This design comes from an exercise in tuning for small area and a short achievable clock period on the open sky130 flow, not from production work. Only simulation tests tie the RTL to the original design; equivalence was not proved. No activity file was given, so power comes from the tool's default toggle rates.

== quartz ==
Design bit_twiddle, start of the top module:
module bit_twiddle (
    input  wire         clk,
    input  wire         rst,
    input  wire         in_valid,
    input  wire [5:0]   cmd,
    input  wire [127:0] value,
    input  wire [127:0] distance,
    output reg          out_valid,
    output reg  [1:0]   status,
    output reg  [127:0] result
);
Size in the first run: roughly 400 I/O pins, ~25000 um^2 of cells after synthesis.
export LEC_CHECK = 0
export CAP_MARGIN = 40
export CELL_PAD_IN_SITES_DETAIL_PLACEMENT = 1
export CELL_PAD_IN_SITES_GLOBAL_PLACEMENT = 1
export CORE_MARGIN = 2
export CORE_UTILIZATION = 40
export PLACE_DENSITY = 0.65
export SETUP_SLACK_MARGIN = 4
export SLEW_MARGIN = 40
create_clock -name core_clock -period 9.0 [get_ports {clk}]
standard.sh (not shown) runs the stock make flow with config.mk's settings and CLKGATE_MAP_FILE= SYNTH_SCRIPT=/design/flow/synth_recipe.tcl, a recipe that flattens the netlist after the stock synthesis.
==> flow/flow/run.sh <==
#!/bin/bash
# Layout flow: the standard flow (standard.sh: the standard synthesis,
# floorplan, placement, CTS, routing), except that the ports are buffered
# with plain buffers (buf_1) instead of the delay buffers buffer_ports picks
# by default. Every input and output port still gets its own buffer.
set -euo pipefail
bash standard.sh "BUFFER_PORTS_ARGS=-buffer_cell sky130_fd_sc_hd__buf_1" finish > standard.log 2>&1
No stage failed in quartz, and the final checks on the layout all came back clean.
Edits applied to the flow inputs when going from quartz to juniper:
Settings: swapping 0.65 for 0.7 in PLACE_DENSITY; swapping 40 for 55 in CORE_UTILIZATION; swapping 4 for 5 in SETUP_SLACK_MARGIN; swapping 1 for 2 in CELL_PAD_IN_SITES_GLOBAL_PLACEMENT; swapping 1 for 2 in CELL_PAD_IN_SITES_DETAIL_PLACEMENT.
==> flow/flow/run.sh <==
#!/bin/bash
set -euo pipefail
bash standard.sh "BUFFER_PORTS_ARGS=-buffer_cell sky130_fd_sc_hd__buf_1" SETUP_SLACK_MARGIN=6.0 finish > standard.log 2>&1
Results
- juniper failed in 3_1_place_gp_skip_io with GPL-0301.
- Net count after synthesis: juniper vs quartz identical
- Area share of fa/ha/maj cells after synthesis: quartz vs juniper identical
- [compare] base=quartz new=juniper: gate count after technology mapping closely matched the old numbers, simple-gate share of the synthesized area closely matched the old numbers, count of standard-cell rows decreased by about 15% relative to the old numbers, total standard cell area after synthesis closely matched the old numbers, count of different cell masters after synthesis closely matched the old numbers.
- Die width went down by more than 10% going from quartz to juniper.
- juniper against quartz: initial core utilization rose 16 points, y dimension of the die fell by 14%.
Modified inputs, amber compared to juniper
Settings: CELL_PAD_IN_SITES_DETAIL_PLACEMENT changed from 2 to 1; CELL_PAD_IN_SITES_GLOBAL_PLACEMENT changed from 2 to 1; PLACE_DENSITY changed from 0.7 to 0.65; CORE_UTILIZATION changed from 55 to 40.
==> flow/flow/run.sh <==
#!/bin/bash
set -euo pipefail
bash standard.sh "BUFFER_PORTS_ARGS=-buffer_cell sky130_fd_sc_hd__buf_1" SETUP_SLACK_MARGIN=5.7 finish > standard.log 2>&1
==> comparison <==
- Changes observed in amber relative to juniper: register bit total from synthesis has remained practically unchanged, number of distinct library cells after synthesis has remained practically unchanged, multiplexer fraction of the synthesized cell area has remained practically unchanged.
- amber against juniper; chip width is up by more than 10%.
- Floorplan row count (lower): juniper
- In the tables for juniper and amber, initial standard-cell utilization of the core reads lower with amber.
- amber and juniper ended up with roughly the same synthesized cell count.
- amber was carried through to the last stage, and its layout satisfied the timing, DRC and antenna checks.
- Going from juniper to amber, overall die height up about 17%, synthesized cell area ~0 delta.


Setup of run A:
bit_twiddle again, from the RTL that the note above started with.
Design bit_twiddle, start of the top module:
module bit_twiddle (
    input  wire         clk,
    input  wire         rst,
    input  wire         in_valid,
    input  wire [5:0]   cmd,
    input  wire [127:0] value,
    input  wire [127:0] distance,
    output reg          out_valid,
    output reg  [1:0]   status,
    output reg  [127:0] result
);
    localparam NP = 27;      
    wire [5:0] t, tn, u;
    wire [3:0] w;
    wire       ka, kb, kc, fillen, k_o, k_b, k_r, k_pop, k_hib, k_lob;
    wire [1:0] st;
    bt_ctl u_ctl (
        .cmd(cmd), .vneg(value[127]), .distance(distance),
        .t(t), .tn(tn), .w(w), .u(u), .ka(ka), .kb(kb), .kc(kc), .fillen(fillen),
        .k_o(k_o), .k_b(k_b), .k_r(k_r), .k_pop(k_pop), .k_hib(k_hib), .k_lob(k_lob),
        .status(st)
    );
    wire npow2 = value[127] & ~|(value[126:0] & ~value[127:1]);
    wire [NP-1:0] p;
    bt_pop_a u_pop_a (.value(value[126:0]), .p(p));
    reg          s1_valid;
    reg          s1_npow2;
    reg [5:0]    s1_t, s1_tn, s1_u;
    reg [3:0]    s1_w;
    reg          s1_ka, s1_kb, s1_kc, s1_fillen;
    reg          s1_k_o, s1_k_b, s1_k_r, s1_k_pop, s1_k_hib, s1_k_lob;
    reg [1:0]    s1_status;
    reg [127:0]  s1_value;
    reg [NP-1:0] s1_p;
    always @(posedge clk) begin
        if (rst) s1_valid <= 1'b0;
        else     s1_valid <= in_valid;
        s1_npow2  <= npow2;
        s1_t      <= t;
        s1_tn     <= tn;
        s1_u      <= u;
        s1_w      <= w;
        s1_ka     <= ka;
        s1_kb     <= kb;
        s1_kc     <= kc;
        s1_fillen <= fillen;
        s1_k_o    <= k_o;
        s1_k_b    <= k_b;
        s1_k_r    <= k_r;
        s1_k_pop  <= k_pop;
        s1_k_hib  <= k_hib;
        s1_k_lob  <= k_lob;
        s1_status <= st;
        s1_value  <= value;
        s1_p      <= p;
    end
  ...
export LEC_CHECK = 0
export CAP_MARGIN = 40
export CELL_PAD_IN_SITES_DETAIL_PLACEMENT = 1
export CELL_PAD_IN_SITES_GLOBAL_PLACEMENT = 1
export CORE_MARGIN = 2
export CORE_UTILIZATION = 40
export PLACE_DENSITY = 0.65
export SETUP_SLACK_MARGIN = 5
export SLEW_MARGIN = 40
create_clock -name core_clock -period 9.0 [get_ports {clk}]
==> flow/flow/run.sh <==
#!/bin/bash
# Layout flow: the standard flow (standard.sh: the standard synthesis,
# floorplan, placement, CTS, routing), except that the ports are buffered
# with plain buffers (buf_1) instead of the delay buffers buffer_ports picks
# by default. Every input and output port still gets its own buffer.
set -euo pipefail
bash standard.sh "BUFFER_PORTS_ARGS=-buffer_cell sky130_fd_sc_hd__buf_1" SETUP_SLACK_MARGIN=5.4 finish > standard.log 2>&1
Run A completed every stage of the flow, and the final layout passed the timing, DRC and antenna checks.
Input-level comparison between run B and run A:
==> flow/flow/run.sh <==
#!/bin/bash
set -euo pipefail
bash standard.sh "BUFFER_PORTS_ARGS=-buffer_cell sky130_fd_sc_hd__buf_1" SETUP_SLACK_MARGIN=5.2 finish > standard.log 2>&1
Findings:
The horizontal extent of the die was comparable across run B and run A.
Against run A, internal power component in run B fell by a few percent.
Top-level I/O count essentially unchanged between run B and run A.
Lower clock latency reported for the late side of the worst-skew pair was reported by run B, not run A.
Post-layout total power ended up about 2.8% lower on run B than on run A.
Run B against run A; number of fill cells is down slightly.
Met2 routing resource usage after global routing (lower): run B
Start-to-end type of the worst setup path: in2reg -> run A, reg2reg -> run B
Row time the final worst path needs with I/O delays and setup: run B higher / run A lower
Edits applied to the flow inputs when going from run B to run C:
Settings: PLACE_DENSITY: 0.65 -> 0.55; CORE_UTILIZATION: 40 -> 30; CELL_PAD_IN_SITES_GLOBAL_PLACEMENT: 1 -> 2; CELL_PAD_IN_SITES_DETAIL_PLACEMENT: 1 -> 2; ABC_CLOCK_PERIOD_IN_PS: unset -> 3400.
==> flow/flow/run.sh <==
#!/bin/bash
# Layout flow: the standard flow (standard.sh: the standard synthesis,
# floorplan, placement, CTS, routing), except that the ports are buffered
# with plain buffers (buf_1) instead of the delay buffers buffer_ports picks
# by default. Every input and output port still gets its own buffer.
set -euo pipefail
bash standard.sh "BUFFER_PORTS_ARGS=-buffer_cell sky130_fd_sc_hd__buf_1" finish > standard.log 2>&1
## What came out
Compared with run B, in run C non-clock buffer share of cell area lost 1.1 points, TritonCTS buffer count now larger, final cell count higher, area growth from synthesis to final layout shrank by 0.32 points.
For final design instance area without fill, run C and run B come out practically identical.
Taking run C over run B, the global-route wire length before repair ratio works out to 1.12.
Run C ended with less met2 track demand over resource than run B.
Area used by sequential logic in the layout delta (run B -> run C): insignificant
### run C -> run D
==> flow/flow/run.sh <==
#!/bin/bash
set -euo pipefail
bash standard.sh "BUFFER_PORTS_ARGS=-buffer_cell sky130_fd_sc_hd__buf_1" SETUP_SLACK_MARGIN=6.0 finish > standard.log 2>&1
Results
Measured against each other, run D and run C differ in number of antenna violations at the first check in global routing, the lower figure coming from run D. Compared to run C, the routing of run D uses more wire. Going from run C to run D, the share of cell area taken by flip-flops and latches was found to have gone down by 2.9 points. Compared with run C, in run D insertion delay of the later-clocked pin in the worst-skew pair went down, sum of met2 wire segment lengths after detailed routing went up about 6%, total of flip-flops plus latches after synthesis roughly the same.

==> static timing again, ports no longer ideal <==
No port has a modelled driver above. Below, the same layouts with a new extraction and two added sets of constraints. Step 1 sets driving cells, clkbuf_16 on the clock port and buf_2 on the other inputs (assumed; they add their load-dependent delay and slew). Step 2 also shifts input and output timing later by t, the mid clock arrival at the registers, as if the neighbouring blocks saw the same clock. a / b / c = no drivers / after step 1 / after step 2; a / b = the first two.
| run | t (ns) | setup WS [ns] | hold slack, ns |
|---|---|---|---|
| quartz | 0.669 | 4.287 / 4.287 / 4.287 | 0.299 / 0.299 / 0.299 |
| amber | 0.637 | 5.235 / 5.247 / 4.610 | 0.337 / 0.337 / 0.337 |
| run A | 0.645 | 5.254 / 5.267 / 4.623 | 0.337 / 0.337 / 0.337 |
| run B | 0.625 | 5.124 / 5.124 / 4.538 | 0.336 / 0.336 / 0.336 |
| run C | 0.674 | 4.899 / 4.899 / 4.341 | 0.330 / 0.330 / 0.330 |
| run D | 0.650 | 5.089 / 5.089 / 4.648 | 0.337 / 0.337 / 0.337 |
After both steps every run listed still meets setup and hold. For run A, which loses most, drivers alone change the setup slack by +0.013 ns; drivers and shift together by -0.631 ns.
